This is an optimization exercise on Yosys and OpenROAD, whose aim is small area and few clock cycles, not a production implementation. Only simulation tests tie the RTL to the original design; equivalence was not proved. Power figures rest on the tool's default switching activity, not on a simulated workload.

==> design.v <==
module mulaw_dec (
    input  wire        clk,
    input  wire        rst,
    input  wire        bus_req,
    input  wire        bus_we,
    input  wire [7:0]  bus_addr,
    input  wire [1:0]  bus_size,
    input  wire [31:0] bus_wdata,
    output wire        bus_ack,
    output reg  [31:0] bus_rdata,
    output wire        bus_err,
    output wire        src_req_valid,
    input  wire        src_req_ready,
    output wire [32:0] src_req_pos,
    output wire [10:0] src_req_len,
    input  wire        src_ans_valid,
    input  wire [1:0]  src_ans_kind,
    input  wire [7:0]  src_ans_data,
    output wire        src_ans_ready,
    output wire        pcm_en,
    output wire        pcm_we,
    output wire [11:0] pcm_addr,
    output wire [15:0] pcm_wdata,
    input  wire [15:0] pcm_rdata
);
    localparam [1:0] ST_IDLE = 2'd0, ST_BUSY = 2'd1, ST_DONE = 2'd2, ST_ERROR = 2'd3;
    localparam [2:0] CE_OK = 3'd0, CE_BAD_OPCODE = 3'd1, CE_RESERVED_BITS = 3'd2,
                     CE_BAD_STATE = 3'd3, CE_INDEX_RANGE = 3'd4;
    localparam [1:0] DE_NONE = 2'd0, DE_CAPACITY = 2'd2;
    function [15:0] mulaw_expand(input [7:0] code);
        reg [7:0]  u;
        reg [15:0] s;
        begin
            u = ~code;
            s = ({8'd0, 1'b1, u[3:0], 3'b100} << u[6:4]) - 16'h0084;
            mulaw_expand = u[7] ? -s : s;
        end
    endfunction
    reg [1:0]  state;
    reg [1:0]  dec_err;
    reg [2:0]  cmd_err;
    reg [31:0] data_offset;
    reg [31:0] data_size;
    reg [7:0]  res_code;     
    reg        res_mem;      
    reg [12:0] produced;
    reg [12:0] length;
    reg [31:0] base;         
    reg        waiting;      
    wire admitted = (bus_size == 2'd2) && (bus_addr[1:0] == 2'b00);
    wire reg_wr   = bus_req && bus_we && admitted;
    wire cmd_wr   = reg_wr && (bus_addr[7:2] == 6'd0);
    wire [7:0] opc       = bus_wdata[31:24];
    wire       op_lookup = (opc == 8'h01);
    wire       op_decode = (opc == 8'h02);
    wire       op_pcmrd  = (opc == 8'h03);
    wire       lo_zero   = (bus_wdata[7:0] == 8'd0);
    wire       mid_zero  = (bus_wdata[23:8] == 16'd0);
    wire       in_range  = (bus_wdata[23:13] == 11'd0) && (bus_wdata[12:0] < length);
    wire pcmrd_ok = cmd_wr && op_pcmrd && (state == ST_DONE) && in_range;
    assign bus_ack = 1'b1;
    assign bus_err = !admitted;
    wire [15:0] res_val = mulaw_expand(res_mem ? pcm_rdata[7:0] : res_code);
    always @(*) begin
        bus_rdata = 32'd0;
        if (bus_addr[7:5] == 3'd0) begin
            case (bus_addr[4:2])
                3'd1: bus_rdata = {20'd0, 1'b0, cmd_err, 2'b00, dec_err, 2'b00, state};
                3'd2: bus_rdata = data_offset;
                3'd3: bus_rdata = data_size;
                3'd4: bus_rdata = {{16{res_val[15]}}, res_val};
                3'd5: bus_rdata = {19'd0, produced};
                3'd6: bus_rdata = {19'd0, length};
                3'd7: bus_rdata = 32'h0000_1000;
                default: bus_rdata = 32'd0;
            endcase
        end
    end
    wire [12:0] remaining = length - produced;
    wire        rem_zero  = (remaining == 13'd0);
    wire        issue     = (state == ST_BUSY) && !waiting;
    assign src_req_valid = issue && !rem_zero;
    assign src_req_pos   = {1'b0, base} + {20'd0, produced};
    assign src_req_len   = (remaining > 13'd1024) ? 11'd1024 : remaining[10:0];
    assign src_ans_ready = waiting;
    wire ans_take = waiting && src_ans_valid;
    wire ans_byte = ans_take && !src_ans_kind[1];
    assign pcm_en    = ans_byte || pcmrd_ok;
    assign pcm_we    = waiting;
    assign pcm_addr  = waiting ? produced[11:0] : bus_wdata[11:0];
    assign pcm_wdata = {8'd0, src_ans_data};
    always @(posedge clk) begin
        if (reg_wr && bus_addr[7:2] == 6'd2)
            data_offset <= bus_wdata;
        if (reg_wr && bus_addr[7:2] == 6'd3)
            data_size <= bus_wdata;
        if (cmd_wr) begin
            if (op_lookup) begin
                if (!mid_zero)
                    cmd_err <= CE_RESERVED_BITS;
                else begin
                    res_code <= bus_wdata[7:0];
                    res_mem  <= 1'b0;
                    cmd_err  <= CE_OK;
                end
            end else if (op_decode) begin
                if (!(mid_zero && lo_zero))
                    cmd_err <= CE_RESERVED_BITS;
                else if (state[0])
                    cmd_err <= CE_BAD_STATE;
                else begin
                    cmd_err  <= CE_OK;
                    produced <= 13'd0;
                    base     <= data_offset;
                    if (data_size[31:13] != 19'd0 || (data_size[12] && data_size[11:0] != 12'd0)) begin
                        length  <= 13'd0;
                        dec_err <= DE_CAPACITY;
                        state   <= ST_ERROR;
                    end else begin
                        length  <= data_size[12:0];
                        dec_err <= DE_NONE;
                        state   <= ST_BUSY;
                    end
                end
            end else if (op_pcmrd) begin
                if (state != ST_DONE)
                    cmd_err <= CE_BAD_STATE;
                else if (!in_range)
                    cmd_err <= CE_INDEX_RANGE;
                else begin
                    res_mem <= 1'b1;
                    cmd_err <= CE_OK;
                end
            end else begin
                cmd_err <= CE_BAD_OPCODE;
            end
        end
        if (issue) begin
            if (rem_zero)
                state <= ST_DONE;
            else if (src_req_ready)
                waiting <= 1'b1;
        end
        if (ans_take) begin
            if (src_ans_kind[1]) begin
                dec_err <= {src_ans_kind[0], 1'b1};
                state   <= ST_ERROR;
            end else begin
                produced <= produced + 13'd1;
            end
            if (src_ans_kind != 2'd0)
                waiting <= 1'b0;
        end
        if (rst) begin
            state       <= ST_IDLE;
            dec_err     <= DE_NONE;
            cmd_err     <= CE_OK;
            data_offset <= 32'd0;
            data_size   <= 32'd0;
            res_code    <= 8'hFF;
            res_mem     <= 1'b0;
            produced    <= 13'd0;
            length      <= 13'd0;
            waiting     <= 1'b0;
        end
    end
endmodule
==> run.sh <==
#!/bin/bash
# synth_recipe.tcl (not shown) runs the flow's synth.tcl, then flattens the netlist and writes it again
# the make line also repeats each setting of config.mk as NAME=value (left out here)
make -C /OpenROAD-flow-scripts/flow DESIGN_CONFIG=/design/flow/config.mk WORK_HOME=/design/flow/orfs CLKGATE_MAP_FILE= SYNTH_SCRIPT=/design/flow/synth_recipe.tcl finish
==> config.mk <==
export PLATFORM = sky130hd
export DESIGN_NAME = mulaw_dec
export DESIGN_NICKNAME = mulaw_dec
export VERILOG_FILES = /design/flow/design.v
export SDC_FILE = /design/flow/constraint.sdc
export NUM_CORES = 4
export LEC_CHECK = 0
export CAP_MARGIN = 20
export CORE_MARGIN = 2
export CORE_UTILIZATION = 40
export SLEW_MARGIN = 20
==> constraint.sdc <==
create_clock -name core_clock -period 10.0 [get_ports {clk}]
set_input_delay 2.0000 -clock core_clock [delete_from_list [all_inputs] [get_ports {clk}]]
set_output_delay 2.0000 -clock core_clock [all_outputs]
set_load 0.01 [all_outputs]
==> run notes <==
[cell usage in the layout (no fill, tap or decap), types with 32 or more instances in the layout]
cell / synthesis / layout
inv_1: 41 / 41
nor2_1: 76 / 75
o21ai_0: 39 / 39
nand2_1: 217 / 217
a21oi_1: 139 / 139
edfxtp_1: 32 / 32
ha_1: 42 / 42
clkdlybuf4s50_1: 0 / 149
nand3_1: 36 / 36
dfxtp_1: 107 / 107
[synthesized netlist by cell type, drive strengths merged, types with 16 or more instances]
| cell | n |
|---|---|
| edfxtp | 32 |
| nor2 | 76 |
| buf | 31 |
| mux2 | 23 |
| nand2 | 218 |
| nor4 | 16 |
| ha | 42 |
| inv | 41 |
| nor2b | 21 |
| a21oi | 139 |
| nand3 | 37 |
| xnor2 | 28 |
| a22oi | 31 |
| nor3 | 21 |
| xor2 | 18 |
| o21ai | 41 |
| dfxtp | 107 |
| clkbuf | 51 |
| mux2i | 27 |
[report_power, final]
| part | switching [uW] | leakage (uW) | internal (uW) |
|---|---|---|---|
| clock | 270 | 0.000292 | 377 |
| sequential | 0.0550 | 0.00123 | 571 |
| combinational | 46.3 | 0.00264 | 35.0 |
[metrics by stage]
stage	instances	worst slack, ns	hold WS [ns]	util	power [uW]
3_5_place_dp	1598	1.93	0.449	0.475	664
5_1_grt	1630	1.48	0.484	0.501	1340
6_report	1630	1.88	0.466	0.501	1300
3_3_place_gp	1598	1.97	0.452	0.475	664
4_1_cts	1630	1.91	0.467	0.501	1310
2_1_floorplan	1196	3.38	0.426	-	621
[metal layers]
layer / share of wire / vias up
met5: 0 / -
met4: 0.021 / 0
met3: 0.065 / 42
met2: 0.45 / 325
met1: 0.46 / 4237
li1: - / 4464
[path summary, 6_finish.rpt]
check | startpoint | to | depth (start not counted)
hold reg to reg | cmd_err[2] | cmd_err[2] | 2
setup reg to reg | produced[1] | waiting | 11
hold / removal | cmd_err[2] | cmd_err[2] | 2
setup / recovery | pcm_rdata[5] | bus_rdata[29] | 14
[layout make-up]
class,count,area (um^2)
Clock buffer,17,425
Clock inverter,15,179
Fill cell,2306,11600
Inverter,43,161
Multi-Input combinational cell,932,5780
Sequential cell,139,3100
Tap cell,319,399
Timing Repair Buffer,165,1610
[state kept, by name (all words and copies together), names as in the netlist]
signal / count
base: 32
cmd_err: 3
data_offset: 32
data_size: 32
dec_err: 2
length: 13
produced: 13
res_code: 8
res_mem: 1
state: 2
waiting: 1
[critical path, cell delays in order]
cell             delay, ns
clkdlybuf4s50_1       0.57
mux2_2                0.47
nand2_1               0.19
nor2_1                0.41
inv_1                 0.09
ha_1                  0.23
inv_1                 0.09
xnor2_1               0.21
nand4_1               0.16
o21ai_2               0.32
xor2_1                0.21
nand2_2               0.24
a21oi_1               0.32
clkdlybuf4s50_1       0.60
[cell families (layout without fill, tap and decap cells)]
kind of cell	after synthesis	count (layout)	share of synthesized area
buf+inv	125	240	0.0600
flops	139	139	0.330
compound gates	317	317	0.214
mux	50	50	0.0601
fa+ha+maj	44	44	0.0601
xor+xnor	46	46	0.0448
other cells	2	9	0.000798
simple gates	466	466	0.230
==> impl_metrics.csv <==
group,metric,value,unit
placement,placed_cell_area,0.0111,mm^2
global_route,grtUsageMet1,0.349,
outcome,status,"no timing/DRC/antenna violations",
global_route,grt-busiest-layer,"met2",
clocking,cts_setup_buffers,0,
yosys,avgSynthCellArea,7.91,um^2
clocking,clk_pin_slew,0.06,ns
yosys,ys.warnings.count,1,
yosys,synthCells,1189,
die,dieArea,0.0248,mm^2
global_route,gr-total-overflow,0,
worst_setup_path,start_kind,"input port",
die,rows,56,
placement,routabilityCongestion,0.958,
drt,first_pass_iters,5,
min_path,hp-class,"reg2reg",
drt,vias,9068,
worst_setup_path,cp_max_fo,22,
worst_setup_path,critical_path_arrival,6.12,ns
clocking,htree_levels,4,
sta,worst_slew_pin_slew,0.982,ns
drt,post-route-drc-count,0,
power_and_ir_drop,power.leakage,0.00417,uW
sta,period_needed,8.12,ns
sta,skew,0.00864,ns
run,maxCapViolations,0,
global_route,use_met3,0.0372,
power_and_ir_drop,ir_worst_vdd,111,uV
yosys,synth_area_leaders,"dfxtp_1, edfxtp_1, nand2_1, a21oi_1, ha_1",
global_route,grt_antenna_before_repair,1,
yosys,synthArstFlopShare,0,
clocking,ctsResizeCount,0,
sta,fmax,123,MHz
sta,fin_setup_tns,0,ns
sta,drv_slew,0,
die,fp.dieW,157,um
drt,wirelength,30.1,mm
clocking,cts_tree,"built",
die,ioPinCount,184,
yosys,synth-edff-count,32,
layout,drive_above_1_share,0.0755,
yosys,synth.top_cell.area_share,0.228,
sta,post-route-period-util,0.812,
placement,dp_hpwl,22.5,mm
drt,vias_per_cell,5.56,
clocking,cts.sinks,139,
yosys,ys.flop_type,"dfxtp_1",
clocking,clock_latency,0.43,ns
sta,slew_headroom,0.339,
layout,fin_area,0.0117,mm^2
die,die_h,157,um
drt,ant_nets,0,
clocking,cts_buffer_depth,2,
power_and_ir_drop,p_per_area,111,mW/mm^2
die,design.core.area,0.0233,mm^2
sta,setup_viol,0,
sta,grt_setup_unrepaired,"false",
placement,port_buffers,150,
yosys,yosys.cell_types.count,81,
drt,routedWlPerCell,18.5,um
worst_setup_path,crit_type,"in2out",
layout,n_antenna_cell,0,
clocking,hold_buffers,0,
yosys,synth-seq-cells,139,
global_route,grt_pass1_vias,8207,
drt,drt_iter0_drc,779,
yosys,netlist_area,0.00941,mm^2
global_route,met2_usage,0.387,
global_route,grt_pass1_wl,46.8,mm
worst_setup_path,ff2ff_setup_slack,6.31,ns
yosys,yosys.area.top_type,"dfxtp_1",
die,initial_core_util,0.404,
global_route,grt_max_degree,83,
sta,hold_viol,0,
clocking,clockRootBuffer,"clkbuf_16",
layout,syn2layout_area_growth,24.0,%
yosys,ys_seq_area_frac,0.330,
global_route,grt_usage,0.245,
layout,layout.nets,1416,
worst_setup_path,end_kind,"output pin",
clocking,numCtsBuffers,17,
worst_setup_path,cp.required,8.00,ns
Testbench counts, summed over its fixed seeds: cycles 198,700.

separate check: timing with driven ports:
How much do the figures lean on ideal ports? The routed layout below was timed once more, with nothing changed but the port constraints.
Step 1 (the two cells are an assumption about what drives the block):
set clk [get_ports {clk}]
set_driving_cell -lib_cell sky130_fd_sc_hd__clkbuf_16 $clk
set_driving_cell -lib_cell sky130_fd_sc_hd__buf_2 [delete_from_list [all_inputs] $clk]
Step 2 adds t to the input delays and takes it off the output delays; t is the mean of the earliest and latest rising clock arrival at the registers after step 1. Input paths then give back, and output paths get back, about the clock's delay inside the block.
a / b / c = no drivers / after step 1 / after step 2; a / b = the first two.
t (ns): 0.476
setup slack, ns: 1.881 / 1.860 / 1.860
worst register clock-pin slew, ns: 0.07 / 0.07
worst slew at a driven data input, ns: 0.07
After both steps this run still meets setup and hold. For this run, drivers alone change the setup slack by -0.021 ns; drivers and shift together by -0.021 ns.
